From an optimization exercise on the open Yosys and OpenROAD flow, aimed at small area, a short achievable clock period and few clock cycles; shortcuts taken in it are not production practice. Function was checked by simulation only, so behaviour that the tests miss may differ from the original. Power and IR drop assume default switching activity.

**flow/design.v**
```verilog
module crcarc (
    input  wire        clk,
    input  wire        rst,         
    input  wire        cmd_valid,
    output wire        cmd_ready,
    input  wire [11:0] cmd,
    output reg         rsp_valid,
    output reg  [31:0] rsp
);
    localparam [3:0] OP_NOP       = 4'h0;
    localparam [3:0] OP_CRC_CLR   = 4'h1;
    localparam [3:0] OP_CRC_BYTE  = 4'h2;
    localparam [3:0] OP_DEC_START = 4'h3;
    localparam [3:0] OP_DEC_CHAR  = 4'h4;
    localparam [3:0] OP_HEX_START = 4'h5;
    localparam [3:0] OP_HEX_CHAR  = 4'h6;
    localparam [3:0] OP_HEX_CHECK = 4'h7;
    localparam [3:0] OP_RD        = 4'h8;
    localparam [2:0] D_IDLE  = 3'd0;
    localparam [2:0] D_RUN   = 3'd3;
    localparam [2:0] D_DONE  = 3'd4;
    localparam [2:0] D_DIGIT = 3'd1;
    localparam [2:0] D_POINT = 3'd2;
    localparam [2:0] D_CFG   = 3'd5;
    localparam [2:0] D_SEQ   = 3'd6;
    localparam [2:0] H_IDLE  = 3'd0;
    localparam [2:0] H_RUN   = 3'd1;
    localparam [2:0] H_DONE  = 3'd2;
    localparam [2:0] H_HEX   = 3'd3;
    localparam [2:0] H_LEN   = 3'd4;
    localparam [2:0] H_SEQ   = 3'd6;
    reg [15:0] crc;
    reg [14:0] acc_lo;
    reg [14:0] acc_hi;
    reg [3:0]  acc_c;       
    reg        acc_p;       
    reg [3:0]  digits;
    reg [3:0]  decimals;
    reg [3:0]  dpos;
    reg [2:0]  dcode;
    reg [15:0] hexv;
    reg [2:0]  hcnt;
    reg [2:0]  hcode;
    reg [15:0] calc;        
    reg        calc_v;
    reg        match;
    reg        ill;
    reg [11:0] cq;
    reg [2:0]  dq_lo;
    reg        dq_ci;
    reg        rsp_due;
    reg [4:0]  rsel;
    assign cmd_ready = 1'b1;
    wire [3:0] op  = cq[11:8];
    wire [7:0] arg = cq[7:0];
    reg [15:0] crc_next_byte;
    integer    i;
    always @(*) begin
        crc_next_byte = crc ^ {8'h00, arg};
        for (i = 0; i < 8; i = i + 1) begin
            if (crc_next_byte[0])
                crc_next_byte = (crc_next_byte >> 1) ^ 16'hA001;
            else
                crc_next_byte = crc_next_byte >> 1;
        end
    end
    wire       arg_is_digit = (arg[7:4] == 4'h3) && !(arg[3] && (arg[2] || arg[1]));
    wire       arg_is_point = (arg == 8'h2E);
    reg        cfg_legal;
    always @(*) begin
        case (arg[7:4])
            4'd1:    cfg_legal = (arg[3:0] <= 4'd8);
            4'd2:    cfg_legal = (arg[3:0] <= 4'd7);
            4'd3:    cfg_legal = (arg[3:0] <= 4'd6);
            4'd4:    cfg_legal = (arg[3:0] <= 4'd5);
            4'd5:    cfg_legal = (arg[3:0] <= 4'd4);
            4'd6:    cfg_legal = (arg[3:0] <= 4'd3);
            4'd7:    cfg_legal = (arg[3:0] <= 4'd2);
            4'd8:    cfg_legal = (arg[3:0] <= 4'd1);
            4'd9:    cfg_legal = (arg[3:0] == 4'd0);
            default: cfg_legal = 1'b0;
        endcase
    end
    wire       at_point     = (decimals != 4'd0) && (dpos == digits);
    wire       dec_last     = (decimals == 4'd0) ? (dpos + 4'd1 == digits)
                                                 : ({1'b0, dpos} == {1'b0, digits} + {1'b0, decimals});
    wire [3:0]  dig         = arg[3:0];
    wire [18:0] lo_next     = {1'b0, acc_lo, dq_lo}
                            + {3'b000, acc_lo, dig[3]}
                            + {18'd0, dq_ci};
    wire [14:0] hi_next     = {acc_hi[11:0], (acc_c[3] ? 3'd7 : acc_c[2:0])}
                            + {acc_hi[13:0], acc_c[3]}
                            + {14'd0, acc_c[3] & acc_c[0]};
    wire [29:0] acc         = {acc_hi, acc_lo};
    wire [1:0] dstate = (dcode == D_IDLE) ? 2'd0 :
                        (dcode == D_RUN)  ? 2'd1 :
                        (dcode == D_DONE) ? 2'd2 : 2'd3;
    wire [3:0] derrc  = (dstate == 2'd3) ? {1'b0, dcode} : 4'd0;
    wire       d_run  = (dcode == D_RUN);
    wire       d_err  = (dstate == 2'd3);
    wire       arg_is_alpha = (arg[7:6] == 2'b01) && (arg[4:3] == 2'b00)
                              && (arg[2:0] != 3'd0) && (arg[2:0] != 3'd7);
    wire       arg_is_hex   = arg_is_digit || arg_is_alpha;
    wire [3:0] hex_val      = arg[6] ? {1'b1, (arg[2:0] == 3'd1 || arg[2:0] == 3'd2) ? 1'b0 : 1'b1,
                                        (arg[2:0] == 3'd3 || arg[2:0] == 3'd4) ? 1'b0 : 1'b1, ~arg[0]}
                                     : arg[3:0];
    wire       h_err  = hcode[2] | (hcode[1] & hcode[0]);
    wire [1:0] hstate = h_err ? 2'd3 : hcode[1:0];
    wire [3:0] herrc  = h_err ? {1'b0, hcode} : 4'd0;
    wire       h_run  = (hcode == H_RUN);
    wire [31:0] status = {decimals, digits, 1'b0, hcnt, dpos, herrc, derrc,
                          2'b00, ill, match, hstate, dstate};
    wire [31:0] rsp_word = ({32{rsel[0]}} & {16'd0, crc})
               | ({32{rsel[1]}} & {2'd0, acc})
               | ({32{rsel[2]}} & {16'd0, hexv})
               | ({32{rsel[3]}} & {16'd0, calc})
               | ({32{rsel[4]}} & status);
    always @(posedge clk) begin
        cq[7:0] <= cmd[7:0];
        dq_lo   <= cmd[3] ? 3'd7 : cmd[2:0];
        dq_ci   <= cmd[3] & cmd[0];
        rsp     <= rsp_word;      
        rsel    <= 5'd0;
        if (op == OP_RD && arg[7:3] == 5'd0) begin
            rsel[0] <= (arg[2:0] == 3'd0);
            rsel[1] <= (arg[2:0] == 3'd1);
            rsel[2] <= (arg[2:0] == 3'd2);
            rsel[3] <= (arg[2:0] == 3'd3) && calc_v;
            rsel[4] <= (arg[2:0] == 3'd4);
        end
        if (rst) begin
            cq[11:8]  <= OP_NOP;
            crc       <= 16'd0;
            acc_lo    <= 15'd0;
            acc_hi    <= 15'd0;
            acc_c     <= 4'd0;
            acc_p     <= 1'b0;
            digits    <= 4'd0;
            decimals  <= 4'd0;
            dpos      <= 4'd0;
            dcode     <= D_IDLE;
            hexv      <= 16'd0;
            hcnt      <= 3'd0;
            hcode     <= H_IDLE;
            calc_v    <= 1'b0;
            match     <= 1'b0;
            ill       <= 1'b0;
            rsp_valid <= 1'b0;
            rsp_due   <= 1'b0;
        end else begin
            cq[11:8]  <= cmd_valid ? cmd[11:8] : OP_NOP;
            rsp_due   <= 1'b0;
            rsp_valid <= rsp_due;
            acc_p     <= 1'b0;
            if (acc_p)
                acc_hi <= hi_next;
            begin
                case (op)
                    OP_NOP: ;
                    OP_CRC_CLR:  crc <= 16'd0;
                    OP_CRC_BYTE: crc <= crc_next_byte;
                    OP_DEC_START: begin
                        digits   <= arg[7:4];
                        decimals <= arg[3:0];
                        acc_lo   <= 15'd0;
                        acc_hi   <= 15'd0;
                        acc_p    <= 1'b0;
                        dpos     <= 4'd0;
                        dcode    <= cfg_legal ? D_RUN : D_CFG;
                    end
                    OP_DEC_CHAR: begin
                        if (d_run) begin
                            if (at_point) begin
                                if (arg_is_point)
                                    dpos <= dpos + 4'd1;
                                else
                                    dcode <= D_POINT;
                            end else if (arg_is_digit) begin
                                acc_lo <= lo_next[14:0];
                                acc_c  <= lo_next[18:15];
                                acc_p  <= 1'b1;
                                dpos <= dpos + 4'd1;
                                if (dec_last)
                                    dcode <= D_DONE;
                            end else
                                dcode <= D_DIGIT;
                        end else if (!d_err)
                            dcode <= D_SEQ;
                    end
                    OP_HEX_START: begin
                        hexv  <= 16'd0;
                        hcnt  <= 3'd0;
                        calc_v <= 1'b0;
                        match <= 1'b0;
                        hcode <= H_RUN;
                    end
                    OP_HEX_CHAR: begin
                        if (h_run) begin
                            if (!arg_is_hex)
                                hcode <= H_HEX;
                            else if (hcnt == 3'd4)
                                hcode <= H_LEN;
                            else begin
                                hexv <= {hexv[11:0], hex_val};
                                hcnt <= hcnt + 3'd1;
                            end
                        end else if (!h_err)
                            hcode <= H_SEQ;
                    end
                    OP_HEX_CHECK: begin
                        if (h_run) begin
                            if (hcnt == 3'd4) begin
                                calc  <= crc;
                                calc_v <= 1'b1;
                                match <= (hexv == crc);
                                hcode <= H_DONE;
                            end else
                                hcode <= H_LEN;
                        end else if (!h_err)
                            hcode <= H_SEQ;
                    end
                    OP_RD: begin
                        rsp_due <= 1'b1;
                        if (arg > 8'h04)
                            ill <= 1'b1;
                    end
                    default: ill <= 1'b1;    
                endcase
            end
        end
    end
endmodule
```
**flow/run.sh**
```bash
#!/bin/bash
# synth_recipe.tcl (not shown) runs the flow's synth.tcl, then flattens the netlist and writes it again
# the make line also repeats each setting of config.mk as NAME=value (left out here)
make -C /OpenROAD-flow-scripts/flow DESIGN_CONFIG=/design/flow/config.mk WORK_HOME=/design/flow/orfs CLKGATE_MAP_FILE= SYNTH_SCRIPT=/design/flow/synth_recipe.tcl finish
```
**flow/constraint.sdc**
```tcl
create_clock -name core_clock -period 5.0 [get_ports {clk}]
set_input_delay 1.0000 -clock core_clock [delete_from_list [all_inputs] [get_ports {clk}]]
set_output_delay 1.0000 -clock core_clock [all_outputs]
set_load 0.01 [all_outputs]
```
**flow/config.mk**
```make
export PLATFORM = sky130hd
export DESIGN_NAME = crcarc
export DESIGN_NICKNAME = crcarc
export VERILOG_FILES = /design/flow/design.v
export SDC_FILE = /design/flow/constraint.sdc
export NUM_CORES = 4
export LEC_CHECK = 0
export CAP_MARGIN = 20
export CORE_MARGIN = 2
export CORE_UTILIZATION = 60
export CTS_BUF_LIST = sky130_fd_sc_hd__clkbuf_8
export CTS_CLUSTER_SIZE = 30
export SETUP_SLACK_MARGIN = 2.5
export SLEW_MARGIN = 20
```
==> reports/results.txt, run 1 <==
Setup violations remaining at the end of the flow were counted as 0. For this design the ratio of total power to cell area is 272 nW/µm². In this run the power spent charging and discharging nets is 0.588 mW.

The switching power share of the total is 0.235, and the via count of the first global-routing pass is 6550. The tightest min-delay check is of the flip-flop to flip-flop type. The die covers 14600 µm². Setup repair after global routing left no endpoint under its margin. The maximum number of buffers from clock root to sink is 2. Clock skew on the completed layout was measured at 0.00954 ns. The worst register-to-register path ends at acc_c[1]$_SDFFE_PP0P_.

The share of layout cells above drive strength 1 was 0.0840. The number of nets in the final layout is 981. After routing, the total negative slack on setup checks comes to 0 ns. The number of routed nets with antenna violations came out at 0. For the clock latency on the worst-skew pair, the log shows 0.46 ns. For the pin with the worst max-slew slack, the measured transition is 0.865 ns. Maximum cell stage delay along the critical path: 0.43 ns. The run gives 0 as the final max-slew violation count. Across all layers, the routed design uses 6970 vias. The worst slew margin relative to its limit is 0.421, and the mean area per synthesized cell is 9.01 µm². The final clock period utilization by the worst path is 0.479. The worst setup path is launched from a flip-flop. The congestion estimate from routability-driven global placement came to 0.889.

For the clock group share of total power, the log shows 0.408. The first global-routing pass estimated 33900 µm of wire. The ratio of routed vias to standard cells came out at 6.25. Share of synthesized cell area in full adder, half adder and majority cells: 0.0625. The clock transition time at the flip-flop clock pins of the worst setup and hold paths works out to 0.08 ns. The first detailed-routing pass ran for 7 iterations. The main combinational cell family by area after synthesis was compound AO/OA/AOI/OAI gates. The logs give 0.615 for the initial standard-cell utilization of the core and 4 for the H-tree level count. TritonCTS built the clock tree. The share of the synthesized netlist area taken by xor and xnor gates works out to 0.0801. 49 I/O pins were placed.

Post-synthesis simple-gate area fraction: 0.183. The end point of the critical path is acc_c[1]$_SDFFE_PP0P_. The logs give 0.416 for the sequential element share of the synthesized area and 9210 µm² for the final standard cell area without fillers.

The share of synthesized area spent on multiplexers was 0.0171; the vertical die dimension was 121 µm. The logs give 1 for the count of yosys warnings during synthesis and 4570 µm² for the combined area of the multi-input logic cells. Subtracting the final worst setup slack from the clock period gives 2.40 ns. The logs give 619 for the detailed router's first-iteration violation count and 3420 µm² for the area taken by flip-flops and latches. The topmost layer with routed signal wires was met4. The startpoint identified for the worst register-to-register timing path is cq[3]$_DFF_P_. The critical setup path kind was flip-flop to flip-flop. The final-report hold violation count was 0. Number of cells traversed by the worst register-to-register path: 10. For this design, the slowest cell found on the critical path is dfxtp_4. After technology mapping, the gate count stands at 907. The number of antenna violations at the first check in global routing is 0, and the share of Yosys cell area claimed by the top area cell type is 0.358.

The synthesized net count is 961. The critical path capture point type was a flip-flop. The run gives 0 as the number of hold buffers added after cts. The internal power of the cells totals 1.92 mW. Along the worst path, the maximum fanout reaches 9. In this run the horizontal extent of the chip is 121 µm.

Number of distinct standard cells referenced by the synthesized netlist: 73. The wire length on met1 is 9310 µm, and the wire length reported by the detailed router is 21200 µm. The minimum setup slack after placement came out at 2.18 ns. The logs give 75 for the pin count of the biggest net entering global routing and 0 for the remaining design rule violation count.

Summed over all nets, the half-perimeter wirelength after detailed placement is 15000 µm. The most critical setup path has its startpoint at cq[3]$_DFF_P_. The tools report the total routing resource utilization after global routing as 0.299. Traced cell by cell, the critical path runs through fa_1 -> inv_1 -> fa_1 -> nor2b_1 -> o21a_1 -> o21ai_2 -> a21oi_2 -> a21oi_1 -> or4_1 -> nand3_1.

The count of flip-flops with a built-in enable after synthesis works out to 16. STA puts the critical path data required time at 5.40 ns. The met3 layer wire length in the routed design came out at 1310 µm. Cell at the root of the clock tree: clkbuf_8. Summed over all nets, wire length on met2 after detailed routing comes to 10100 µm.

The worst setup slack for register-to-register paths came out at 2.60 ns. The total of buffers placed on input and output ports is 47, and the placeable core region is 13300 µm². The run finished with no timing, DRC or antenna violations. The compound-cell area share of the yosys netlist was 0.205; the worst ir drop on vdd was 283 µV. For this design the static power due to leakage is 3.48 nW. The fmax was 0.417 GHz; the CTS sink count was 162. The total placed instance area is 8670 µm². The part of the power in registers is 0.539, and the count of standard-cell rows is 42. The fill cell instance count of the final layout was 1087. Summed over all layers, the global routing overflow is 0. Data on the critical path arrives at its endpoint at 2.80 ns.

The run gives 8170 µm² as the cell area after synthesis. The top flip-flop cell by instance count after synthesis was dfxtp_1. The average wire per standard cell was 19.0 µm; the number of violations of the max-capacitance limit was 0. The dominant cell type by count on the critical path was fa_1. The number of clock buffers added by TritonCTS is 17.

Cell type with the largest total area after synthesis: dfxtp_1. The minimum setup slack in the final design was 2.60 ns; the number of storage elements in the synthesis netlist was 162. The share of total power in combinational logic is 0.053. The number of antenna diodes in the final layout is 0. The layout-stage area growth over the synthesis result came out at 12.7%. The share of flip-flops with an asynchronous set or reset is 0. Sorting the synthesized cells by area gives the leading types as dfxtp_1 36%, edfxtp_1 5.9%, ha_1 5.5%.
-- state kept, by name (all words and copies together) (netlist names), 3 cells and up --
register and count:
crc 16, rsp 32, hexv 16, acc_hi 15
decimals 4, calc 16, hcode 3, rsel 5
acc_lo 15, digits 4, acc_c 4, dcode 3
dq_lo 3, cq 12, dpos 4, hcnt 3
-- synth_stat cells (4+ instances only) --
cell type,count
mux2i_1,14
edfxtp_1,16
nand2b_1,7
a22oi_1,36
xor2_1,24
o22ai_1,6
nor3b_1,4
a21o_1,12
nand3_1,46
dfxtp_1,146
ha_1,36
buf_2,8
o211ai_1,5
clkbuf_1,41
a31oi_1,6
a41oi_1,4
a22o_1,19
nand4_1,8
and2_1,12
xnor2_1,48
nor4_1,6
nor2_1,63
or2_2,7
a221oi_1,6
a211oi_1,4
or3_1,7
nand2_1,83
o21ai_0,33
nor3_1,22
o21a_1,12
a21oi_1,73
inv_1,15
a21boi_0,5
nor2b_1,12
-- cell families (layout without fill, tap and decap cells) --
kind of cell             Yosys count  count (layout)
buffers and inverters             69             102
other                              1               1
AO/OA/AOI/OAI                    249             249
XOR/XNOR                          73              73
multiplexers                      14              14
adder cells (fa/ha/maj)           39              39
flip-flops                       162             162
AND/OR/NAND/NOR                  300             300
-- per-stage QoR --
step           std cells  total power, mW  hold WS, ns   util
3_3_place_gp        1082             1.51        0.434  0.652
6_report            1116             2.51        0.456  0.693
3_5_place_dp        1082             1.51        0.447  0.652
2_1_floorplan        907             1.47        0.414      -
5_1_grt             1116             2.58        0.476  0.693
4_1_cts             1114             2.52        0.460  0.686
-- routing by layer --
| metal | track usage | up-vias |
|---|---|---|
| met5 | 0 | - |
| met4 | 0.113 | 0 |
| met3 | 0.0514 | 36 |
| met2 | 0.487 | 268 |
| met1 | 0.398 | 3325 |
| li1 | - | 3341 |
-- worst min-delay path by stage --
stage | slack (ns) | depth (start not counted) | to | startpoint
2_1_floorplan | 0.41 | 1 | rsp_valid$_SDFF_PP0_ | rsp_due$_SDFF_PP0_
3_3_place_gp | 0.43 | 1 | rsp_valid$_SDFF_PP0_ | rsp_due$_SDFF_PP0_
3_5_place_dp | 0.45 | 1 | rsp_valid$_SDFF_PP0_ | rsp_due$_SDFF_PP0_
4_1_cts | 0.46 | 1 | rsp_valid$_SDFF_PP0_ | rsp_due$_SDFF_PP0_
5_1_grt | 0.48 | 1 | rsp_valid$_SDFF_PP0_ | rsp_due$_SDFF_PP0_
6_report | 0.46 | 1 | rsp_valid$_SDFF_PP0_ | rsp_due$_SDFF_PP0_
-- what timing repair did --
item                       4_1_cts  5_1_grt
buffers inserted                 0        2
pin swaps                        0        6
gates resized for setup          8       20
setup endpoints to repair       32       24
gates cloned                     0        0
-- cell usage in the layout (no fill, tap or decap), drive strengths merged, types with 7 or more instances in the layout --
master         count
xor2              24
and2              12
a22oi             36
a21oi             73
mux2i             14
nand2             83
nor3              22
nand2b             7
xnor2             48
buf                8
nor2b             12
nand3             46
clkdlybuf4s50     46
a22o              19
or3                7
o21a              12
or2                8
dfxtp            146
nor2              63
ha                36
inv               19
o21ai             34
a21o              12
edfxtp            16
nand4              8
clkbuf            20
-- power groups by stage --
| stage | Combinational, mW | Clock, mW | Sequential [mW] |
|---|---|---|---|
| detailed placement | 0.127 | 0 | 1.38 |
| global placement | 0.126 | 0 | 1.38 |
| floorplan | 0.108 | 0 | 1.36 |
| finish | 0.132 | 1.02 | 1.35 |
| global route | 0.144 | 1.09 | 1.35 |
| CTS | 0.130 | 1.04 | 1.35 |
-- layout make-up --
| class | count | share of cell area |
|---|---|---|
| Tap cell | 176 | 0.0239 |
| Inverter | 16 | 0.00652 |
| Clock buffer | 20 | 0.0299 |
| Multi-Input combinational cell | 676 | 0.496 |
| Clock inverter | 12 | 0.0167 |
| Timing Repair Buffer | 54 | 0.0566 |
| Sequential cell | 162 | 0.371 |
-- critical path: cells and delay by family, from the launching register on --
kind | cells | cell delay (ns)
flip-flops | 1 | 0.43
AO/OA/AOI/OAI | 4 | 0.58
AND/OR/NAND/NOR | 3 | 0.70
buffers and inverters | 1 | 0.06
adder cells (fa/ha/maj) | 2 | 0.57
Testbench counts, summed over its fixed seeds: cycles 16,202.
==> inputs of run 2 (changes only) <==
--- a/flow/config.mk
+++ b/flow/config.mk
@@ -5,10 +5,11 @@
 export SDC_FILE = /design/flow/constraint.sdc
 export NUM_CORES = 4
 export LEC_CHECK = 0
+export ABC_AREA = 1
 export CAP_MARGIN = 20
 export CORE_MARGIN = 2
 export CORE_UTILIZATION = 60
 export CTS_BUF_LIST = sky130_fd_sc_hd__clkbuf_8
 export CTS_CLUSTER_SIZE = 30
-export SETUP_SLACK_MARGIN = 2.5
+export SETUP_SLACK_MARGIN = 2.7
 export SLEW_MARGIN = 20
==> run 2 against run 1 <==
Against the previous run: core utilization fell by 1.9 points; sequential power about the same; wire length rose by 8.5%; flip-flop and latch count unchanged.
==> reports/results.txt, run 2 <==
The number of storage elements in the synthesis netlist is 162. The tools report the via count of the first global-routing pass as 7135. The number of diodes is 0, and the final critical delay including setup and external delays is 2.17 ns. For the half-perimeter wire length of the detailed placement result, the log shows 17100 µm. The sequential element share of the synthesized area is 0.390. First-pass GRT wire length: 36300 µm. The source of the worst hold timing path is rsp_due$_SDFF_PP0_. The count of flip-flops with a built-in enable after synthesis was 16. After synthesis the cells add up to 8730 µm².

The endpoint arrival time on the critical path was 2.60 ns. The count of yosys warnings during synthesis is 1. The tools report the cell at the root of the clock tree as clkbuf_8.

The logs give 49 for the number of ports placed on the die boundary and 5.43 ns for the required time at the endpoint of the critical path. After detailed routing, the met2 layer carries 10400 µm of wire. For the worst-skew pair, the clock arrives at the later sink with an insertion delay of 0.49 ns. The share of flip-flops with an asynchronous set or reset was 0; the final clock period utilization by the worst path was 0.434. The startpoint identified for the worst register-to-register timing path is acc_c[3]$_SDFFE_PP0P_. The run gives 0 as the leftover overflow at the end of global routing. Entering global routing, the biggest net connects 38 pins.

The detailed router placed 7905 vias in this run. The library cell used most frequently in the layout, excluding fill and tap cells, is nand2_1. The number of antenna violations at the first check in global routing came out at 0. The top cell types in the final layout, fill and taps aside, are 253 x nand2_1, 143 x dfxtp_1, 126 x a21oi_1, 121 x inv_1, 68 x nor2_1. After routing the design area is 9680 µm². Setup violations remaining at the end of the flow were counted as 0. The ratio of routed vias to standard cells was 5.67; the number of violations of the max-capacitance limit was 0.

The critical setup path kind was flip-flop to flip-flop. The final-report hold violation count came out at 0. Static timing analysis puts the maximum clock frequency at 0.461 GHz. In this run the critical register-to-register path is captured at acc_hi[9]$_SDFFE_PP0P_. The worst hold path was traced through 2 stages.

The initial standard-cell utilization of the core was 0.608. The tools report the nature of the critical path startpoint as a flip-flop. Summed over all nets, wire length on met3 after detailed routing comes to 1720 µm.

The synthesized net count was 1212; the total of buffers placed on input and output ports was 47. Buffers inserted during clock tree synthesis total 17. The H-tree level count is 4, and the wire length reported by the detailed router is 23000 µm.

The run gives 0.533 as the worst slew margin relative to its limit. The peak fanout along the critical path is 7, and the average wire per standard cell is 16.5 µm. The core region is 14400 µm². TritonCTS built the clock tree.

The min-delay analysis places its worst path in the category flip-flop to flip-flop. After clock tree synthesis, the flow added hold-fix buffers numbering 0. The worst-case IR drop observed on VDD is 202 µV.

For the total leakage power, the log shows 4.20 nW. The run gives 0 as the number of routed nets with antenna violations. Adding up every negative setup slack in the final design gives 0 ns. The clock passes through at most 2 buffers. After synthesis, the cell types taking the most area are dfxtp_1 33%, nand2_1 11%, a21oi_1 7.2%. The logs give 60 for the number of distinct standard cells referenced by the synthesized netlist and 1158 for the gate count after technology mapping.

dfxtp_1 takes more of the synthesized area than any other cell. The top flip-flop cell by instance count after synthesis was dfxtp_1. The register containing the most flip-flops in the final layout is rsp.

The final core area utilization was 0.674. The slew at the pin closest to its max-slew limit was 0.698 ns. The mean area per synthesized cell works out to 7.54 µm². The run gives 5 as the number of iterations in the first detailed-routing pass. Clock transition time at the flip-flop clock pins of the worst setup and hold paths: 0.10 ns. The number of cells traversed by the worst register-to-register path is 12. The run finished with no timing, DRC or antenna violations. The minimum setup slack in the final design was 2.83 ns.

The overall die width is 125 µm, and the worst setup slack for register-to-register paths is 2.83 ns. The worst setup path is captured at a flip-flop. For this block, the initial DRC count from the detailed router was 646.

After synthesis, the most frequently instantiated cells are 254 x nand2_1, 146 x dfxtp_1, 126 x a21oi_1. Signal routing reaches up to met4. In the final design database the tool counted 1250 nets. The register with the most flip-flops in the layout has 32 of them. The remaining design rule violation count is 0.

Compared with the post-synthesis result, the final layout area differs by 10.9%. The cell area power density is 251 nW/µm², and the total routing resource utilization after global routing is 0.294. The run gives 44 as the count of standard-cell rows. The vertical die dimension is 125 µm. The minimum setup slack after placement is 2.24 ns, and the share of Yosys cell area claimed by the top area cell type is 0.335.

nand2_1 is the most common cell in the netlist. The die covers 15500 µm². Between clock sinks in the finished design, the worst skew comes to 0.0159 ns. The run gives 10600 µm as the wire length on met1.

Setup repair after global routing could not meet its margin everywhere. The share of layout cells above drive strength 1 was 0.108; the final max-slew violation count was 0. Once placement finished, the instance area stood at 9240 µm². For the CTS sink count, the log shows 162.

The end of the worst hold path is rsp_valid$_SDFF_PP0_. At the end of routability-driven placement, the weighted congestion stood at 0.941.
## run 2: changes by cell type after synthesis, moves of 26 or more
cell / delta
a21oi_1: +53
a22oi_1: -36
inv_1: +106
nand2_1: +171
o21ai_0: +26
xnor2_1: -31
## run 2: cells by family after synthesis
family,share of synthesized area
AOI/OAI and AO/OA,0.184
xor gates and xnor gates,0.0351
adders and majority gates,0.0585
buffers and inverters,0.0860
DFF,0.390
other,0.000429
and+or+nand+nor,0.247
## run 2: critical path: stages (launching register included)
cell	delay [ns]
dfxtp_2	0.36
or2_2	0.32
ha_4	0.30
nand2_1	0.06
o21ai_2	0.20
nand2_1	0.09
nand2_2	0.09
nand2_1	0.08
a31oi_2	0.16
nor2_1	0.06
o21ai_1	0.20
o211ai_1	0.12
inv_1	0.07
## run 2: worst max-delay path by stage
stage / start / to / cells after the start
after CTS: cq[3]$_DFF_P_ / acc_c[1]$_SDFFE_PP0P_ / 14
final: acc_c[3]$_SDFFE_PP0P_ / acc_hi[9]$_SDFFE_PP0P_ / 12
after global routing: dq_lo[0]$_SDFF_PP1_ / acc_c[1]$_SDFFE_PP0P_ / 14
after global placement: rst / calc[7]$_DFFE_PP_ / 3
after detailed placement: rst / calc[0]$_DFFE_PP_ / 3
after floorplan: rst / calc[0]$_DFFE_PP_ / 3
## run 2: power by group
part	internal (mW)	switching [mW]	leakage [nW]
clock	0.366	0.569	0.183
sequential	1.32	0.0240	1.33
combinational	0.0539	0.0997	2.68
## run 2: through the flow
| stage | power (mW) | hold WS (ns) | std cells |
|---|---|---|---|
| finish | 2.44 | 0.458 | 1393 |
| detailed placement | 1.53 | 0.433 | 1356 |
| CTS | 2.44 | 0.455 | 1389 |
| global route | 2.51 | 0.473 | 1393 |
| floorplan | 1.48 | 0.388 | 1158 |
| global placement | 1.52 | 0.433 | 1356 |
## run 2: layer usage
| metal | up-vias | GRT usage |
|---|---|---|
| met5 | - | 0 |
| met3 | 38 | 0.0507 |
| met1 | 3603 | 0.421 |
| li1 | 3960 | - |
| met2 | 304 | 0.459 |
| met4 | 0 | 0.0839 |
## run 2: timing repair
item | in CTS | in global routing
resized for setup | 36 | 12
pin swaps | 1 | 2
gates cloned | 0 | 1
endpoints found under the setup margin | 56 | 37
buffers inserted | 1 | 3
## run 2: layout make-up
| type | instances | area (µm²) |
|---|---|---|
| clock buffers | 17 | 234 |
| well taps | 184 | 230 |
| multi-input cells | 820 | 4660 |
| flip-flops and latches | 162 | 3410 |
| repair buffers | 53 | 469 |
| clock inverters | 15 | 145 |
| inverters | 142 | 541 |
| fillers | 1274 | 4680 |
==> inputs of run 3 (changes only) <==
--- a/flow/config.mk
+++ b/flow/config.mk
@@ -5,7 +5,6 @@
 export SDC_FILE = /design/flow/constraint.sdc
 export NUM_CORES = 4
 export LEC_CHECK = 0
-export ABC_AREA = 1
 export CAP_MARGIN = 20
 export CORE_MARGIN = 2
 export CORE_UTILIZATION = 60
==> run 3 against run 2 <==
Against the previous run: core utilization increased by 3.9 points; cell count down 19%; area after synthesis fell by 6.4%; design area fell by 2.2%; global-route usage rose by 0.83 points; synthesized cell count is 22% lower; clock skew fell by 0.0014 ns; critical path type unchanged; combinational power is 9.7% lower; non-clock buffer count increased by 18; first-iteration DRC count up 3.1%; worst setup slack worse by 0.14 ns.
==> reports/results.txt, run 3 <==
The run finished with no timing, DRC or antenna violations. The worst setup path is launched from a flip-flop. The tools report the number of antenna violations at the first check in global routing as 0.

The commonest non-fill, non-tap cell in the layout is dfxtp_1. The logs give 0.423 for the worst slew margin relative to its limit and 0 for the setup violation total in the final timing report. The clock transition time at the flip-flop clock pins of the worst setup and hold paths is 0.08 ns, and the H-tree level count is 4. Detailed routing inserted a total of 7117 vias.

The run gives 42 as the count of standard-cell rows. The CTS buffer count was 17. The number of diodes is 0. The slew at the pin closest to its max-slew limit was 0.864 ns; the number of storage elements in the synthesis netlist was 162.

The share of flip-flops with an asynchronous set or reset came out at 0. In this run the critical register-to-register path is launched from decimals[0]$_SDFFE_PP0P_. The total routing resource utilization after global routing was 0.303; the fmax was 0.433 GHz.

The endpoint identified for the worst register-to-register timing path is acc_c[1]$_SDFFE_PP0P_. The cell area power density works out to 265 nW/µm². The run gives 280 µV as the worst ir drop on vdd. In this run the deepest clock path goes through 2 buffers.

The cell area after synthesis was 8170 µm². Yosys instantiated no cell more often than dfxtp_1. After layout, the design draws a total of 2.51 mW. The congestion estimate from routability-driven global placement came to 0.889. After detailed routing, the total wire length is 22000 µm.

For flop-to-flop paths, the worst setup slack is 2.69 ns. The sequential element share of the synthesized area came out at 0.416. The logs give 1000 for the number of nets in the final layout and 15000 µm for the half-perimeter wire length of the detailed placement result.

The run gives 6599 as the via count of the first global-routing pass. Hold repair after CTS inserted 0 buffers. The worst hold slack was 0.454 ns. The run gives 0 as the final max-slew violation count. The total leakage power was 3.73 nW. The critical setup path kind is flip-flop to flip-flop. After detailed routing, the average wire length per cell comes to 19.4 µm. The count of flip-flops with a built-in enable after synthesis works out to 16. The mean area per synthesized cell was 9.01 µm².

The tools report the pin count of the biggest net entering global routing as 75. The die is 121 µm tall. The ratio of routed vias to standard cells works out to 6.27. The final clock period utilization by the worst path is 0.462.

The worst hold path belongs to the class flip-flop to flip-flop. The tools report the initial standard-cell utilization of the core as 0.615. The required time at the endpoint of the critical path is 5.41 ns. In this run the standard cell core region covers 13300 µm².

The first global-routing pass estimated 34300 µm of wire. Across the run, the number of max-cap violations was 0. In this run, the number of DRC markers left after iteration 0 of detailed routing was 666. The run gives 961 as the synthesized net count. By area the synthesized netlist is led by dfxtp_1 36%, edfxtp_1 5.9%, ha_1 5.5%. The floorplan step defined a die boundary enclosing 14600 µm². Summed over all failing endpoints, the final setup total negative slack is 0 ns.

Counting instances in the post-synthesis netlist gives the leading cell types as 146 x dfxtp_1, 83 x nand2_1, 73 x a21oi_1. The library cells used most frequently in the layout, excluding fill and tap cells, are 132 x dfxtp_1, 81 x nand2_1, 69 x a21oi_1, 59 x nor2_1, 48 x xnor2_1. For the count of yosys warnings during synthesis, the log shows 1. The most used flip-flop cell after synthesis is dfxtp_1. Peak fanout along the critical path: 8.

The total of buffers placed on input and output ports works out to 47. Clock tree synthesis selected as its root buffer the cell clkbuf_8. Setup repair after global routing could not meet its margin everywhere. The gate count after technology mapping came out at 907. The final-report hold violation count was 0; the CTS sink count was 162. At the worst endpoint, the arrival time is 2.72 ns. For the number of routed nets with antenna violations, the log shows 0.

Summed over all layers, the global routing overflow is 0. The number of cells traversed by the worst register-to-register path works out to 6. STA classifies the critical path endpoint as a flip-flop. The layout-stage area growth over the synthesis result was 15.9%; the flip-flop count of the largest register, all copies and words added was 32. The number of ports placed on the die boundary is 49. Cell type with the largest total area after synthesis: dfxtp_1. The remaining design rule violation count was 0. Final critical delay including setup and external delays: 2.31 ns.

The end of the worst hold path is rsp_valid$_SDFF_PP0_. Synthesis instantiated 73 different standard cells from the library. Clock latency on the worst-skew pair, taken at its later pin, is 0.47 ns.

The share of Yosys cell area claimed by the top area cell type came out at 0.358. The number of iterations in the first detailed-routing pass is 5, and the share of layout cells above drive strength 1 is 0.126. TritonCTS built the clock tree. The final clock skew was 0.0145 ns.

The tools report the source of the worst hold timing path as rsp_due$_SDFF_PP0_. More flip-flops sit in one register than any other, and that register is rsp. The floorplan step set the die width to 121 µm. The number of stages on the worst hold path works out to 1.
run 3: cell count changes after synthesis, moves of 14 or more:
cell,previous run,this run
o21ai_0,59,33
a22oi_1,0,36
a22o_1,3,19
xnor2_1,17,48
inv_2,16,0
a21oi_1,126,73
mux2i_1,0,14
nand2_1,254,83
inv_1,121,15
nand3_1,63,46
clkbuf_1,19,41
run 3: how the worst max path moves through the flow:
stage	startpoint	endpoint	slack [ns]
2_1_floorplan	rst	calc[0]$_DFFE_PP_	2.72
3_3_place_gp	rst	acc_hi[13]$_SDFFE_PP0P_	2.23
3_5_place_dp	rst	acc_hi[13]$_SDFFE_PP0P_	2.18
4_1_cts	decimals[3]$_SDFFE_PP0P_	acc_c[1]$_SDFFE_PP0P_	2.60
5_1_grt	acc_c[3]$_SDFFE_PP0P_	acc_hi[11]$_SDFFE_PP0P_	2.64
6_report	decimals[0]$_SDFFE_PP0P_	acc_c[1]$_SDFFE_PP0P_	2.69
run 3: timing repair:
item	in CTS	in global routing
gates resized for setup	69	38
pin swaps	14	25
buffers inserted	6	13
endpoints found under the setup margin	89	43
cloned	0	2
run 3: area by class of cell:
class	count	area, µm²
clock inverter	12	154
multi-input combinational	678	4720
sequential	162	3430
inverter	16	60.1
timing repair buffer	71	616
fill	1065	3820
tap	176	220
clock buffer	20	275
run 3: cell families after synthesis:
group,count (synthesis),share of synthesized area
buffers and inverters,69,0.0354
XOR/XNOR,73,0.0801
AO/OA/AOI/OAI,249,0.205
other,1,0.000459
multiplexers,14,0.0171
AND/OR/NAND/NOR,300,0.183
adder cells (fa/ha/maj),39,0.0625
flip-flops,162,0.416
run 3: critical path, cell delays in order (launching register included):
cell	delay (ns)
dfxtp_4	0.37
or4_4	0.53
and4_4	0.21
a21bo_4	0.26
or2_4	0.31
or4_1	0.48
nand3_1	0.09
run 3: per-stage QoR:
| stage | cells | instance area (µm²) | utilization | setup slack, ns |
|---|---|---|---|---|
| floorplan | 907 | 8170 | - | 2.72 |
| global placement | 1082 | 8670 | 0.652 | 2.23 |
| detailed placement | 1082 | 8670 | 0.652 | 2.18 |
| CTS | 1120 | 9230 | 0.695 | 2.60 |
| global route | 1135 | 9480 | 0.713 | 2.64 |
| finish | 1135 | 9480 | 0.713 | 2.69 |
run 3: layer usage:
layer	vias up	share of wire	global-route usage
li1	3381	-	-
met1	3447	0.44	0.400
met2	249	0.48	0.495
met3	40	0.056	0.0533
met4	0	0.024	0.115
met5	-	0	0
run 3: power by group:
group	internal, mW	total [mW]	switching (mW)
Sequential	1.32	1.35	0.0303
Combinational	0.0658	0.139	0.0734
Clock	0.536	1.02	0.489
Total	1.92	2.51	0.592
==> inputs of run 4 (changes only) <==
--- a/flow/config.mk
+++ b/flow/config.mk
@@ -5,10 +5,11 @@
 export SDC_FILE = /design/flow/constraint.sdc
 export NUM_CORES = 4
 export LEC_CHECK = 0
+export ABC_AREA = 1
 export CAP_MARGIN = 20
 export CORE_MARGIN = 2
 export CORE_UTILIZATION = 60
 export CTS_BUF_LIST = sky130_fd_sc_hd__clkbuf_8
 export CTS_CLUSTER_SIZE = 30
-export SETUP_SLACK_MARGIN = 2.7
+export SETUP_SLACK_MARGIN = 3.0
 export SLEW_MARGIN = 20
==> run 4 against run 3 <==
Against the previous run: still clean on timing, DRC and antenna; worst setup slack improved by 0.23 ns; sequential share of layout area decreased by 2.3 points; worst hold slack got worse by 0.038 ns; largest power group unchanged; highest routed layer unchanged.
==> reports/results.txt, run 4 <==
Yosys attributes the largest share of cell area to dfxtp_1 33%, nand2_1 11%, a21oi_1 7.2%. Port buffering added 47 buffers. Clock transition time at the flip-flop clock pins of the worst setup and hold paths: 0.09 ns.

The main combinational cell family by area after synthesis is simple AND/OR/NAND/NOR gates. The post-synthesis simple-gate area fraction is 0.247, and the worst setup slack for register-to-register paths is 2.92 ns. The final-report hold violation count was 0.

The number of distinct standard cells referenced by the synthesized netlist was 60. The core region is 14400 µm². The number of routed nets with antenna violations is 0. CTS saw 162 sinks. After synthesis, the most frequently instantiated cells are 254 x nand2_1, 146 x dfxtp_1, 126 x a21oi_1. The worst ir drop on vdd is 175 µV, and the minimum setup slack in the final design is 2.92 ns. After synthesis the netlist holds a flip-flop and latch count of 162.

The net count of the finished layout is 1281. The share of layout cells above drive strength 1 came out at 0.212. In this run the worst path has a maximum fanout of 6. The worst path needs 2.08 ns of the cycle, external delays included.

Counting cells, the worst reg-to-reg path comes to 9. The floorplan die area came out at 15500 µm². STA classifies the critical path endpoint as a flip-flop.

Internal power comes to 1.73 mW. For the final database, setup skew stands at 0.0141 ns. The register containing the most flip-flops in the final layout was rsp.

The vertical die dimension was 125 µm. The H-tree generated during clock tree synthesis spans 4 levels. In the layout the commonest cells are 244 x nand2_1, 121 x inv_1, 120 x dfxtp_1, 115 x a21oi_1, 63 x nor2_1. The tools report the routed wire length on met2 as 11100 µm.

Setup repair after global routing could not meet its margin everywhere. Counting the buffers created by CTS gives 17. The die is 125 µm wide.

The run gives 0.307 as the total routing resource utilization after global routing. The clock group share of total power is 0.366, and the synthesized net count is 1212. For hold timing, the worst endpoint is rsp_valid$_SDFF_PP0_. Setup violations remaining at the end of the flow were counted as 0.

The slew at the pin closest to its max-slew limit was 0.698 ns; the area taken by flip-flops and latches was 3450 µm². The layout-stage area growth over the synthesis result was 16.2%; the flip-flop count of the largest register, all copies and words added was 32. The run gives 0.069 as the share of total power in combinational logic.

The mean area per synthesized cell is 7.54 µm². In this run the critical register-to-register path is launched from acc_lo[6]$_SDFFE_PP0P_. TritonCTS built the clock tree. For the number of violations of the max-capacitance limit, the log shows 0. The critical path goes through ha_2 -> a21oi_1 -> o21ai_0 -> a211oi_2 -> nand2_2 -> nand2_1 -> nand3_1 -> o211ai_1 -> inv_1. Counting instances, the worst hold path has a depth of 2. The total leakage power is 4.26 nW. The largest total area in the synthesized netlist belongs to dfxtp_1. The congestion estimate from routability-driven global placement came to 0.888. Top flip-flop cell by instance count after synthesis: dfxtp_1. The library cell used most frequently in the layout, excluding fill and tap cells, is nand2_1.

The synthesized netlist occupies a cell area of 8730 µm². The count of yosys warnings during synthesis was 1; the sequential element share of the synthesized area was 0.390. The tools report the wire length on met1 as 11000 µm. The critical setup path kind was flip-flop to flip-flop.

The share of Yosys cell area claimed by the top area cell type works out to 0.335. The run gives 0 as the final max-slew violation count. The cell area power density came out at 235 nW/µm². The final clock period utilization by the worst path was 0.416. In the routed layout, each cell is associated on average with a via count of 5.78. The min-delay analysis places its worst path in the category flip-flop to flip-flop. The worst slew margin relative to its limit came out at 0.534.

In the final layout, the multi-input gates occupy 4950 µm². The gate count after technology mapping was 1158; the average wire per standard cell was 17.3 µm. The switching power share of the total was 0.275. The number of ports placed on the die boundary is 49. The final layout contains routed wiring with a total length of 24600 µm. Clock tree synthesis selected as its root buffer the cell clkbuf_8. The routed design uses 1820 µm of met3 wire. Number of antenna violations at the first check in global routing: 0. In this run the power spent charging and discharging nets is 0.657 mW. The share of flip-flops with an asynchronous set or reset is 0. For the worst-skew pair, the clock arrives at the later sink with an insertion delay of 0.48 ns. The share of synthesized area spent on multiplexers was 0.

Before CTS, the worst setup slack after placement is 2.69 ns. The detailed router used layers up to and including met4. The share of the synthesized netlist area taken by xor and xnor gates came out at 0.0351. The leftover overflow at the end of global routing came out at 0. The tools report the part of the power in registers as 0.565. Nature of the critical path startpoint: a flip-flop. The number of vias in the routed layout came out at 8236. Master of the slowest instance on the critical path: dfxtp_1. In this run, post-CTS hold repair placed 0 buffers. The remaining design rule violation count was 0; the share of synthesized cell area in full adder, half adder and majority cells was 0.0585.

The tools report the fmax as 0.481 GHz. Data on the critical path arrives at its endpoint at 2.45 ns. For the required time at the endpoint of the critical path, the log shows 5.37 ns.

The number of antenna diodes in the final layout is 0. Entering global routing, the biggest net connects 48 pins. The first global-routing pass estimated 37700 µm of wire. The tools report the fill cell instance count of the final layout as 1199. The maximum cell stage delay along the critical path came out at 0.50 ns.

The pre-antenna-repair detailed-routing pass consisted of 5 iterations. The initial standard-cell utilization of the core was 0.608; the half-perimeter wire length of the detailed placement result was 16800 µm. The detailed router's first-iteration violation count came out at 821. The compound-cell area share of the yosys netlist was 0.184. The run gives 44 as the count of standard-cell rows. The flow ran to the end and the layout has no timing, DRC or antenna violations.

The longest clock path from root to sink contains 2 buffers. The dominant cell by count in the synthesized netlist is nand2_1. The worst hold path begins at rsp_due$_SDFF_PP0_. In the final timing run, aggregate negative setup slack is 0 ns.

Counting flops with a built-in enable in the synthesized netlist gives 16. In this run the critical register-to-register path is captured at acc_c[1]$_SDFFE_PP0P_. The via count of the first global-routing pass came out at 7223.
==> run 4: changes by cell type after synthesis, sizes merged, moves of 14 or more <==
cell,delta
nand2,+185
inv,+125
nor2,+19
mux2i,-14
a22oi,-36
nand3,+21
a22o,-16
o21ai,+42
clkbuf,-23
xnor2,-31
a21oi,+58
==> run 4: final cells by class <==
type	instances	share of cell area
Timing Repair Buffer	83	0.0620
Inverter	142	0.0540
Sequential cell	162	0.340
Clock buffer	17	0.0231
Multi-Input combinational cell	821	0.488
Tap cell	184	0.0227
Clock inverter	15	0.0108
==> run 4: worst max path at each step <==
stage,startpoint,end,cells after the start
after floorplan,cq[3]$_DFF_P_,acc_c[1]$_SDFFE_PP0P_,13
after global placement,cq[3]$_DFF_P_,acc_c[1]$_SDFFE_PP0P_,14
after detailed placement,cq[3]$_DFF_P_,acc_c[1]$_SDFFE_PP0P_,14
after CTS,rsp[17]$_DFF_P_,rsp[17],1
after global routing,acc_lo[6]$_SDFFE_PP0P_,acc_c[1]$_SDFFE_PP0P_,9
final,acc_lo[6]$_SDFFE_PP0P_,acc_c[1]$_SDFFE_PP0P_,9
==> run 4: routing by layer <==
metal  up-vias  track usage
li1       4023            -
met1      3798        0.444
met2       361        0.468
met3        54       0.0520
met4         0       0.0985
met5         -            0
==> run 4: repair_timing <==
item	in CTS	in global routing
resized for setup	167	72
buffers inserted	16	17
pin swaps	20	26
gates cloned	1	2
setup endpoints to repair	82	71
==> run 4: power by group through the flow <==
stage                     Clock [mW]  Combinational (mW)  Sequential (mW)
after floorplan                    0               0.119             1.37
after global placement             0               0.148             1.38
after detailed placement           0               0.149             1.38
after CTS                      0.880               0.157             1.35
after global routing           0.929               0.184             1.35
final                          0.873               0.165             1.35
==> run 4: cell families after synthesis <==
kind of cell / after synthesis
buf+inv: 177
xor+xnor: 35
flops: 162
other cells: 1
simple gates: 474
compound gates: 270
fa+ha+maj: 39
==> run 4: worst max-delay path: cells and delay by family (launching register included) <==
| family | cells | cell delay [ns] |
|---|---|---|
| AND/OR/NAND/NOR | 3 | 0.22 |
| AO/OA/AOI/OAI | 4 | 0.82 |
| buffers and inverters | 1 | 0.05 |
| flip-flops | 1 | 0.50 |
| adder cells (fa/ha/maj) | 1 | 0.38 |
==> run 4: per-stage QoR <==
step	total power, mW	instance area (µm²)	cells	hold WS, ns	utilization
5_1_grt	2.46	10100	1424	0.427	0.706
3_5_place_dp	1.53	9240	1356	0.404	0.643
3_3_place_gp	1.53	9240	1356	0.406	0.643
2_1_floorplan	1.48	8750	1158	0.388	-
6_report	2.39	10100	1424	0.416	0.706
4_1_cts	2.38	9710	1405	0.417	0.675
==> inputs of run 5 (changes only) <==
==> flow/flow/run.sh (new file) <==
#!/bin/bash
# The standard layout (standard.sh, with the standard flow's synthesis unchanged), with
# two changes to how it is made:
#  - the port buffers are sky130_fd_sc_hd__buf_1 cells (every input and
#    output port still gets its own buffer; the resizer sizes them later);
#  - clock tree synthesis inserts no dummy load cells.
# Each tool's full output stays in orfs/logs; make's own output goes to
# standard.log in this folder.
set -euo pipefail
export BUFFER_PORTS_ARGS="-buffer_cell sky130_fd_sc_hd__buf_1"
export CTS_ARGS="-sink_clustering_enable -repair_clock_nets -sink_clustering_size 30 -buf_list sky130_fd_sc_hd__clkbuf_8 -dont_use_dummy_load"
bash standard.sh > standard.log 2>&1
==> flow/standard.sh (new file) <==
#!/bin/bash
# synth_recipe.tcl (not shown) runs the flow's synth.tcl, then flattens the netlist and writes it again
# the make line also repeats each setting of config.mk as NAME=value (left out here)
make -C /OpenROAD-flow-scripts/flow DESIGN_CONFIG=/design/flow/config.mk WORK_HOME=/design/flow/orfs CLKGATE_MAP_FILE= SYNTH_SCRIPT=/design/flow/synth_recipe.tcl "${@:-finish}"
removed: flow/run.sh
==> run 5 against run 4 <==
Against the previous run: still clean on timing, DRC and antenna; critical path type unchanged; largest power group unchanged; first-iteration DRC count up 2.1%; clock-buffer cell count unchanged; core utilization down 2.0 points; die area unchanged; sequential power about the same; critical path depth up 4; synthesized cell count unchanged; worst hold slack better by 0.025 ns; via count down 1.7%; highest routed layer unchanged; non-clock buffer count down 5; clock skew up 0.015 ns.
==> reports/results.txt, run 5 <==
Number of stages on the worst hold path: 2. The tools report the CTS buffer count as 17. The final-report hold violation count was 0; the worst slew margin relative to its limit was 0.514. The total routing resource utilization after global routing came out at 0.299. The first detailed-routing pass took 5 iterations. The worst register-to-register path begins at cq[3]$_DFF_P_. Leaving out fill and tap cells, the most frequent cells in the layout are 243 x nand2_1, 124 x dfxtp_1, 120 x inv_1, 114 x a21oi_1, 63 x nor2_1. The most used flip-flop cell after synthesis is dfxtp_1. The tools report the total power as 2.22 mW. The mean area per synthesized cell is 7.54 µm². The run finished with no timing, DRC or antenna violations.

Counting every instance in the synthesized netlist gives 1158. The share of layout cells above drive strength 1 was 0.172. Summed over all nets, the half-perimeter wirelength after detailed placement is 16800 µm. The final core area utilization came out at 0.687. The clock net in this run drives a total of 162 sinks. The number of distinct standard cells referenced by the synthesized netlist is 60, and the final RePlAce weighted congestion is 0.956. STA puts the critical path data required time at 5.33 ns.

The worst hold path class is flip-flop to flip-flop. The clock transition time at the flip-flop clock pins of the worst setup and hold paths came out at 0.09 ns. The smallest clock period supported by the final layout is computed as 2.03 ns. Synthesis inferred 162 register bits. The synthesized net count was 1212; the placeable core region was 14400 µm². STA puts the critical path data arrival time at 2.36 ns. Port buffering added 47 buffers. The final clock period utilization by the worst path came out at 0.407. The count of nets left with antenna violations once routing finished came out at 0. In this run the horizontal extent of the chip is 125 µm. The tools report the nature of the critical path startpoint as a flip-flop.

The number of diodes was 0. The die covers 15500 µm². The dominant cell by count in the synthesized netlist was nand2_1.

The maximum cell stage delay along the critical path was 0.38 ns. The layout-stage area growth over the synthesis result came out at 13.0%. The total overflow left after global routing is 0. The via count of the first global-routing pass is 7308, and the total leakage power is 4.01 nW.

Setup repair after global routing could not meet its margin everywhere. The average wire per standard cell came out at 16.9 µm. On the final layout, the worst clock skew is 0.0294 ns. TritonCTS built the clock tree. The run gives 2.53 ns as the minimum setup slack after placement. Setup total negative slack on the finished layout was measured at 0 ns.

The slew at the pin closest to its max-slew limit works out to 0.727 ns. The critical path ends at acc_c[1]$_SDFFE_PP0P_. The number of antenna violations at the first check in global routing was 0; the worst setup slack for register-to-register paths was 2.97 ns. The register containing the most flip-flops in the final layout was rsp.

Initial standard-cell utilization of the core: 0.608. The synthesized design spends more area on one cell type than any other, namely dfxtp_1. The fmax is 0.492 GHz, and the count of yosys warnings during synthesis is 1. The commonest non-fill, non-tap cell in the layout was nand2_1. The logs give 44 for the count of standard-cell rows and 49 for the number of ports placed on the die boundary.

Entering global routing, the biggest net connects 49 pins. The count of flip-flops with a built-in enable after synthesis was 16; the number of nets in the final layout was 1275. The startpoint of the worst setup timing path is cq[3]$_DFF_P_.

No sink is reached through more buffers than the 2 on the longest clock path. The sequential element share of the synthesized area came out at 0.390. The run gives 0 as the number of hold buffers added after cts. The number of vias in the routed layout was 8096; the H-tree level count was 4. The cell at the root of the clock tree was clkbuf_8.

The worst setup path is of the flip-flop to flip-flop kind. The logs give 37300 µm for the first-pass GRT wire length and 0 for the setup violation total in the final timing report. The detailed router finished its first iteration with 838 violations. The run gives 0 as the final max-slew violation count. Counting instances in the post-synthesis netlist gives the leading cell types as 254 x nand2_1, 146 x dfxtp_1, 126 x a21oi_1. Along the worst path, the maximum fanout reaches 4.

Cell area power density: 225 nW/µm². From bottom edge to top edge, the die measures 125 µm. The register with the most flip-flops in the layout has 32 of them.

The share of Yosys cell area claimed by the top area cell type came out at 0.335. The worst setup path is captured at a flip-flop. For this run, design rule violations remaining after detail routing come to 0.

Capture instance of the worst register-to-register path: acc_c[1]$_SDFFE_PP0P_. The cell area that synthesis handed to floorplanning was 8730 µm². The number of cells traversed by the worst register-to-register path is 13, and the share of flip-flops with an asynchronous set or reset is 0.

Using the TritonRoute via totals, the vias-per-cell ratio works out to 5.77. After detailed routing, the total wire length is 23700 µm. Across all setup checks in the final design, the least slack found is 2.97 ns. Max-cap violations in this run came to 0.

The critical path goes through fa_2 -> inv_2 -> fa_2 -> o21ai_4 -> nand2_2 -> nand2_4 -> nand2_2 -> nand2_4 -> nand3_2 -> nand3_1 -> nand3_1 -> o211ai_1 -> inv_1. On the critical path, the stage with the largest delay is an instance of fa_2. Yosys attributes the largest share of cell area to dfxtp_1 33%, nand2_1 11%, a21oi_1 7.2%. For the worst ir drop on vdd, the log shows 142 µV. For the worst-skew pair, the clock arrives at the later sink with an insertion delay of 0.46 ns.
[run 5: cell type report]
cell class / count / area, µm²
tap: 184 / 230
clock buffer: 17 / 234
timing repair buffer: 78 / 455
multi-input combinational: 820 / 4960
sequential: 162 / 3440
fill: 1247 / 4500
inverter: 142 / 548
[run 5: logic make-up (layout without fill, tap and decap cells)]
kind of cell / Yosys count / in the layout / share of synthesized area
buf+inv: 177 / 237 / 0.0860
flops: 162 / 162 / 0.390
other cells: 1 / 1 / 0.000429
simple gates: 474 / 475 / 0.247
xor+xnor: 35 / 35 / 0.0351
fa+ha+maj: 39 / 39 / 0.0585
compound gates: 270 / 270 / 0.184
[run 5: power by group]
part	switching (mW)	internal [mW]
combinational	0.105	0.0538
clock	0.415	0.300
sequential	0.0256	1.32
[run 5: worst min-delay path by stage]
| stage | start | end | slack [ns] |
|---|---|---|---|
| finish | rsp_due$_SDFF_PP0_ | rsp_valid$_SDFF_PP0_ | 0.44 |
| global route | rsp_due$_SDFF_PP0_ | rsp_valid$_SDFF_PP0_ | 0.45 |
| CTS | rsp_due$_SDFF_PP0_ | rsp_valid$_SDFF_PP0_ | 0.43 |
| detailed placement | rsp_due$_SDFF_PP0_ | rsp_valid$_SDFF_PP0_ | 0.42 |
| global placement | rsp_due$_SDFF_PP0_ | rsp_valid$_SDFF_PP0_ | 0.43 |
| floorplan | rsp_due$_SDFF_PP0_ | rsp_valid$_SDFF_PP0_ | 0.39 |
[run 5: routing by layer]
layer / part of all wire / up-vias / wire length [µm] / GRT usage
met1: 0.47 / 3770 / 11200 / 0.435
li1: - / 3990 / - / -
met3: 0.053 / 51 / 1250 / 0.0460
met2: 0.45 / 285 / 10700 / 0.464
met5: 0 / - / 0 / 0
met4: 0.023 / 0 / 535 / 0.0833
[run 5: repair_timing]
action | 4_1_cts | 5_1_grt
hold endpoints to repair | 0 | 0
gates resized for setup | 37 | 65
cloned | 1 | 0
endpoints found under the setup margin | 50 | 70
pin swaps | 20 | 38
setup buffers | 13 | 16
[run 5: through the flow]
stage               instances  hold WS, ns  area (µm²)
detailed placement       1356        0.424        8960
finish                   1403        0.441        9870
floorplan                1158        0.388        8750
global route             1403        0.451        9870
CTS                      1387        0.434        9450
global placement         1356        0.427        8960
[run 5: critical path: cells and delay by family (launching register included)]
kind | cells | cell delay [ns]
compound gates | 2 | 0.28
fa+ha+maj | 2 | 0.62
simple gates | 7 | 0.54
flops | 1 | 0.35
buf+inv | 2 | 0.11
==> inputs of run 6 (changes only) <==
--- a/flow/config.mk
+++ b/flow/config.mk
@@ -11,5 +11,5 @@
 export CORE_UTILIZATION = 60
 export CTS_BUF_LIST = sky130_fd_sc_hd__clkbuf_8
 export CTS_CLUSTER_SIZE = 30
-export SETUP_SLACK_MARGIN = 3.0
+export SETUP_SLACK_MARGIN = 2.5
 export SLEW_MARGIN = 20
==> run 6 against run 5 <==
Against the previous run: highest routed layer unchanged; area after synthesis is the same; clock skew is 0.00061 ns higher; wire length is 5.5% lower; largest cell class unchanged; still clean on timing, DRC and antenna; sequential share of layout area rose by 2.2 points; maximum frequency shrank 9.9%; first-iteration DRC count is 21% lower; synthesized cell count stayed put.
==> reports/results.txt, run 6 <==
STA puts the critical path data required time at 5.30 ns. Ratio of routed vias to standard cells: 5.67. In this run the horizontal extent of the chip is 125 µm. The tool flagged a number of max-cap violations equal to 0. Yosys mapped a number of flops with a built-in enable equal to 16. Sorting the synthesized cells by how often they occur yields 254 x nand2_1, 146 x dfxtp_1, 126 x a21oi_1.

For hold timing, the worst endpoint is rsp_valid$_SDFF_PP0_. The logs give 60 for the number of distinct standard cells referenced by the synthesized netlist and 0.399 for the worst slew margin relative to its limit. The clock passes through at most 2 buffers. The worst register-to-register path ends at hexv[4]$_SDFFE_PP0P_. Slew at the pin closest to its max-slew limit: 0.901 ns. The min-delay analysis places its worst path in the category flip-flop to flip-flop.

The first-pass GRT wire length came out at 36100 µm. Setup repair after global routing left no endpoint under its margin. The worst path in the final design needs a cycle of 2.26 ns, including I/O delays and setup.

The logs give 0 for the number of antenna violations at the first check in global routing and 0.443 GHz for the fmax. The clock transition time at the flip-flop clock pins of the worst setup and hold paths was 0.09 ns. In this run, the number of DRC markers left after iteration 0 of detailed routing was 665. The wire length reported by the detailed router is 22400 µm. The cell at the root of the clock tree is clkbuf_8. Data arrives at the worst endpoint at 2.56 ns. Flip-flop count of the largest register, all copies and words added: 32.

For the number of hold buffers added after cts, the log shows 0. dfxtp_1 takes more of the synthesized area than any other cell. The flow ran to the end and the layout has no timing, DRC or antenna violations.

The tools report the number of routed nets with antenna violations as 0. The tools report the H-tree level count as 4. STA classifies the critical path endpoint as a flip-flop. The total routing resource utilization after global routing was 0.291. Counting instances, the worst hold path has a depth of 2. The tools report the floorplan die area as 15500 µm². TritonCTS built the clock tree.

In this run the post-CTS setup repair buffer count came out at 0. The congestion estimate from routability-driven global placement came to 0.943. The run gives 0.390 as the sequential element share of the synthesized area. Measured along the y axis, the die boundary spans 125 µm. Averaged over all synthesized cells, the footprint is 7.54 µm². By area the synthesized netlist is led by dfxtp_1 33%, nand2_1 11%, a21oi_1 7.2%.

The top flip-flop cell by instance count after synthesis was dfxtp_1. Setup violations remaining at the end of the flow were counted as 0. The leftover overflow at the end of global routing is 0. The count of buffers added on input and output ports is 47.

The worst setup path is launched from a flip-flop. The logs give 7788 for the number of vias in the routed layout and 2.74 ns for the worst setup slack for register-to-register paths. The area growth from synthesis to layout is 5.30%. The worst ir drop on vdd is 179 µV, and the cell area after synthesis is 8730 µm². The number of storage elements in the synthesis netlist was 162; the number of nets in the final layout was 1246. The dominant cell by count in the synthesized netlist is nand2_1.

Share of layout cells above drive strength 1: 0.0891. The share of flip-flops with an asynchronous set or reset works out to 0. Counting every net in the synthesized netlist gives 1212.

The number of iterations in the first detailed-routing pass is 5, and the count of standard-cell rows is 44. After detailed routing, the number of remaining DRC violations is 0. The count of yosys warnings during synthesis was 1. Final-report hold violation count: 0. For this design the ratio of total power to cell area is 240 nW/µm².

In this run the static leakage power is 3.85 nW. The number of cells on the worst reg-to-reg path is 10. The tools report the accumulated negative setup slack as 0 ns.

The via count of the first global-routing pass is 6946. The logs give 1347 for the fill cell instance count of the final layout and 52 for the pin count of the biggest net entering global routing. The maximum cell stage delay along the critical path was 0.37 ns; the total of cells resized after clock tree synthesis was 0.

The initial standard-cell utilization of the core is 0.608. In this run the most critical hold path is launched from rsp_due$_SDFF_PP0_. The clock latency on the worst-skew pair is 0.46 ns, and the peak fanout along the critical path is 37. The half-perimeter wire length of the detailed placement result was 16800 µm; the gate count after technology mapping was 1158. The library cells used most frequently in the layout, excluding fill and tap cells, are 254 x nand2_1, 145 x dfxtp_1, 126 x a21oi_1, 121 x inv_1, 69 x nor2_1. Across all hold checks on the routed design, the worst slack comes to 0.408 ns.

The tools report the origin of the critical flop-to-flop path as cq[10]$_SDFF_PP0_. CTS sink count: 162. Leaving out fill and tap cells, the most frequent cell in the layout is nand2_1. Between clock sinks in the finished design, the worst skew comes to 0.0300 ns. In this run the standard cell core region covers 14400 µm².

The CTS buffer count is 17. The number of diodes came out at 0. The final clock period utilization by the worst path is 0.451. Pin placement for this block handled 49 I/O pins.

The critical setup path kind was flip-flop to flip-flop. The master of the slowest instance on the critical path was nand3_4. The share of Yosys cell area claimed by the top area cell type came out at 0.335. The average wire per standard cell was 16.3 µm. The final max-slew violation count was 0. The register containing the most flip-flops in the final layout was rsp. The signal on the critical path passes through inv_1 -> nor2_1 -> inv_2 -> nor3_2 -> buf_4 -> nand2_1 -> nand2_2 -> nand3_4 -> a21oi_1 -> a211oi_2.
-- run 6: cell counts after synthesis --
Identical to the previous run, type by type.
-- run 6: layout make-up --
type	count	area, µm²	area share
clock buffers	17	234	0.0254
inverters	142	541	0.0588
multi-input cells	819	4580	0.498
flip-flops and latches	162	3410	0.371
well taps	184	230	0.0250
repair buffers	50	200	0.0218
-- run 6: worst max path at each step --
stage,startpoint,to,depth (start not counted)
2_1_floorplan,rst,calc[0]$_DFFE_PP_,3
3_3_place_gp,rst,calc[7]$_DFFE_PP_,4
3_5_place_dp,cq[3]$_DFF_P_,acc_c[1]$_SDFFE_PP0P_,14
4_1_cts,cq[3]$_DFF_P_,acc_c[1]$_SDFFE_PP0P_,14
5_1_grt,acc_c[3]$_SDFFE_PP0P_,acc_hi[9]$_SDFFE_PP0P_,13
6_report,cq[10]$_SDFF_PP0_,hexv[4]$_SDFFE_PP0P_,10
-- run 6: layer usage --
layer  global-route usage  wire, µm  vias up
met5                    0         0        -
met4               0.0740       340        0
li1                     -         -     3931
met3               0.0485      1380       30
met1                0.436     10800     3536
met2                0.438      9910      291
-- run 6: metrics by stage --
step                total power, mW  cells  utilization  cell area [µm²]  worst slack (ns)
CTS                            2.22   1374        0.639             9190              2.50
global route                   2.29   1374        0.640             9200              2.51
global placement               1.52   1357        0.623             8950              2.57
detailed placement             1.52   1357        0.623             8950              2.55
floorplan                      1.48   1158            -             8730              2.54
finish                         2.21   1374        0.640             9200              2.74
-- run 6: cells by family after synthesis --
kind of cell	share of synthesized area
AOI/OAI and AO/OA	0.184
xor gates and xnor gates	0.0351
adders and majority gates	0.0585
buffers and inverters	0.0860
DFF	0.390
other	0.000429
and+or+nand+nor	0.247
-- run 6: report_power, final --
| part | internal [mW] | switching, mW | leakage [nW] | total, mW |
|---|---|---|---|---|
| combinational | 0.0473 | 0.0973 | 2.40 | 0.145 |
| sequential | 1.32 | 0.0270 | 1.33 | 1.35 |
| clock | 0.300 | 0.411 | 0.122 | 0.710 |
| total | 1.67 | 0.535 | 3.85 | 2.21 |
-- run 6: critical path: cells and delay by family (launching register included) --
family / cells / cell delay, ns
DFF: 1 / 0.36
buffers and inverters: 3 / 0.47
and+or+nand+nor: 5 / 0.88
AOI/OAI and AO/OA: 2 / 0.37
==> inputs of run 7 (changes only) <==
--- a/flow/config.mk
+++ b/flow/config.mk
@@ -11,5 +11,5 @@
 export CORE_UTILIZATION = 60
 export CTS_BUF_LIST = sky130_fd_sc_hd__clkbuf_8
 export CTS_CLUSTER_SIZE = 30
-export SETUP_SLACK_MARGIN = 2.5
+export SETUP_SLACK_MARGIN = 3.3
 export SLEW_MARGIN = 20
==> run 7 against run 6 <==
Against the previous run: sequential share of layout area shrank 6.3 points; clock-buffer cell count is the same; area after synthesis is the same; still clean on timing, DRC and antenna; non-clock buffer count grew 94; critical path depth is the same; worst hold slack gained 0.062 ns.
==> reports/results.txt, run 7 <==
The run finished with no timing, DRC or antenna violations. Across the run, the number of max-cap violations was 0. The CTS buffer count was 17.

STA classifies the critical path startpoint as a flip-flop. The count of yosys warnings during synthesis came out at 1. The number of ports placed on the die boundary was 49; the area taken by flip-flops and latches was 3510 µm².

Along the worst path, the maximum fanout reaches 4. The required time at the endpoint of the critical path is 5.37 ns. Adding up every negative setup slack in the final design gives 0 ns.

Setup repair after global routing could not meet its margin everywhere. The run gives 0 as the number of routed nets with antenna violations. For this run, the leading register cell type out of synthesis is dfxtp_1. The startpoint of the worst setup timing path is digits[0]$_SDFFE_PP0P_. The analysis attributes to net switching a power of 0.566 mW. The clock net in this run drives a total of 162 sinks. The count of flip-flops with a built-in enable after synthesis was 16; the clock transition time at the flip-flop clock pins of the worst setup and hold paths was 0.07 ns. The total of buffers placed on input and output ports came out at 47. The congestion estimate from routability-driven global placement came to 0.906. Worst hold slack: 0.470 ns. The floorplan step set the die height to 125 µm. rsp holds more flip-flops than any other register.

The run gives 5590 µm² as the combined area of the multi-input logic cells. The endpoint identified for the worst register-to-register timing path is dcode[0]$_SDFFE_PP0P_. The worst setup slack for register-to-register paths is 2.97 ns, and the remaining design rule violation count is 0. Number of nets in the final layout: 1344. Summed over all instances, the cell type with the most area after synthesis is dfxtp_1. In this run, placement finished with an instance count of 1356.

The number of antenna diodes in the final layout is 0. The tightest min-delay check is of the flip-flop to flip-flop type. Sorting the synthesized cells by area gives the leading types as dfxtp_1 33%, nand2_1 11%, a21oi_1 7.2%. The critical setup path kind is flip-flop to flip-flop.
[run 7: cell types whose count changed in the layout (fill, tap and decap cells not counted), moves of 17 or more]
cell | previous run | this run
ha_4 | 0 | 17
buf_6 | 0 | 35
nand2_2 | 10 | 34
buf_4 | 3 | 60
a21oi_2 | 5 | 33
nand2_1 | 254 | 217
buf_2 | 0 | 24
a21oi_1 | 126 | 93
ha_1 | 36 | 17
dfxtp_2 | 0 | 40
buf_1 | 46 | 13
dfxtp_1 | 145 | 90
[run 7: what timing repair did]
item | CTS | global route
setup endpoints to repair | 123 | 117
gates cloned | 7 | 1
resized for setup | 190 | 168
setup buffers | 62 | 29
pin swaps | 50 | 71
[run 7: how the worst max path moves through the flow]
| stage | end | depth (start not counted) |
|---|---|---|
| 6_report | dcode[0]$_SDFFE_PP0P_ | 10 |
| 5_1_grt | acc_hi[9]$_SDFFE_PP0P_ | 12 |
| 4_1_cts | acc_c[1]$_SDFFE_PP0P_ | 13 |
| 3_5_place_dp | calc[0]$_DFFE_PP_ | 3 |
| 3_3_place_gp | calc[0]$_DFFE_PP_ | 3 |
| 2_1_floorplan | calc[0]$_DFFE_PP_ | 3 |
[run 7: area by class of cell]
class,count,share of cell area
clock buffer,17,0.0205
inverter,142,0.0511
multi-input combinational,823,0.490
sequential,162,0.308
tap,184,0.0202
timing repair buffer,144,0.111
[run 7: layer usage]
metal  up-vias  share of wire  wire [µm]  global-route usage
li1       4127              -          -                   -
met1      4107           0.41      11300               0.462
met2       503           0.46      12800               0.513
met3        94          0.096       2690              0.0610
met4         0          0.036       1010               0.128
met5         -              0          0                   0
[run 7: cells by family after synthesis]
family | after synthesis | share of synthesized area
AND/OR/NAND/NOR | 474 | 0.247
AO/OA/AOI/OAI | 270 | 0.184
flip-flops | 162 | 0.390
buffers and inverters | 177 | 0.0860
XOR/XNOR | 35 | 0.0351
other | 1 | 0.000429
adder cells (fa/ha/maj) | 39 | 0.0585
[run 7: metrics by stage]
| step | utilization | cell area, µm² | total power [mW] | setup WS [ns] |
|---|---|---|---|---|
| final | 0.794 | 11400 | 2.26 | 2.97 |
| after global routing | 0.794 | 11400 | 2.34 | 2.87 |
| after detailed placement | 0.630 | 9050 | 1.52 | 2.53 |
| after floorplan | - | 8870 | 1.49 | 3.10 |
| after CTS | 0.733 | 10500 | 2.24 | 2.97 |
| after global placement | 0.630 | 9050 | 1.52 | 2.55 |
[run 7: power groups by stage]
stage | clock network [mW] | registers (mW) | logic, mW
final | 0.711 | 1.35 | 0.207
after global routing | 0.774 | 1.35 | 0.224
after detailed placement | 0 | 1.38 | 0.143
after global placement | 0 | 1.38 | 0.142
after floorplan | 0 | 1.37 | 0.122
after CTS | 0.724 | 1.34 | 0.172
[run 7: critical path, stage by stage (launching register included)]
cell and delay, ns:
dfxtp_4 0.36, ha_4 0.16, fa_2 0.53, nor2_1 0.06, nor3_2 0.15, nand4_1 0.13
o21ai_2 0.21, nand2_2 0.12, inv_2 0.07, nand2_1 0.06, a21oi_1 0.11

Setup slack of run 7, layout unchanged: 2.973 ns with ideal ports, 2.973 ns with driving cells assumed (clock clkbuf_16, inputs buf_2), 2.835 ns with port delays also shifted by the 0.488 ns mid clock arrival.
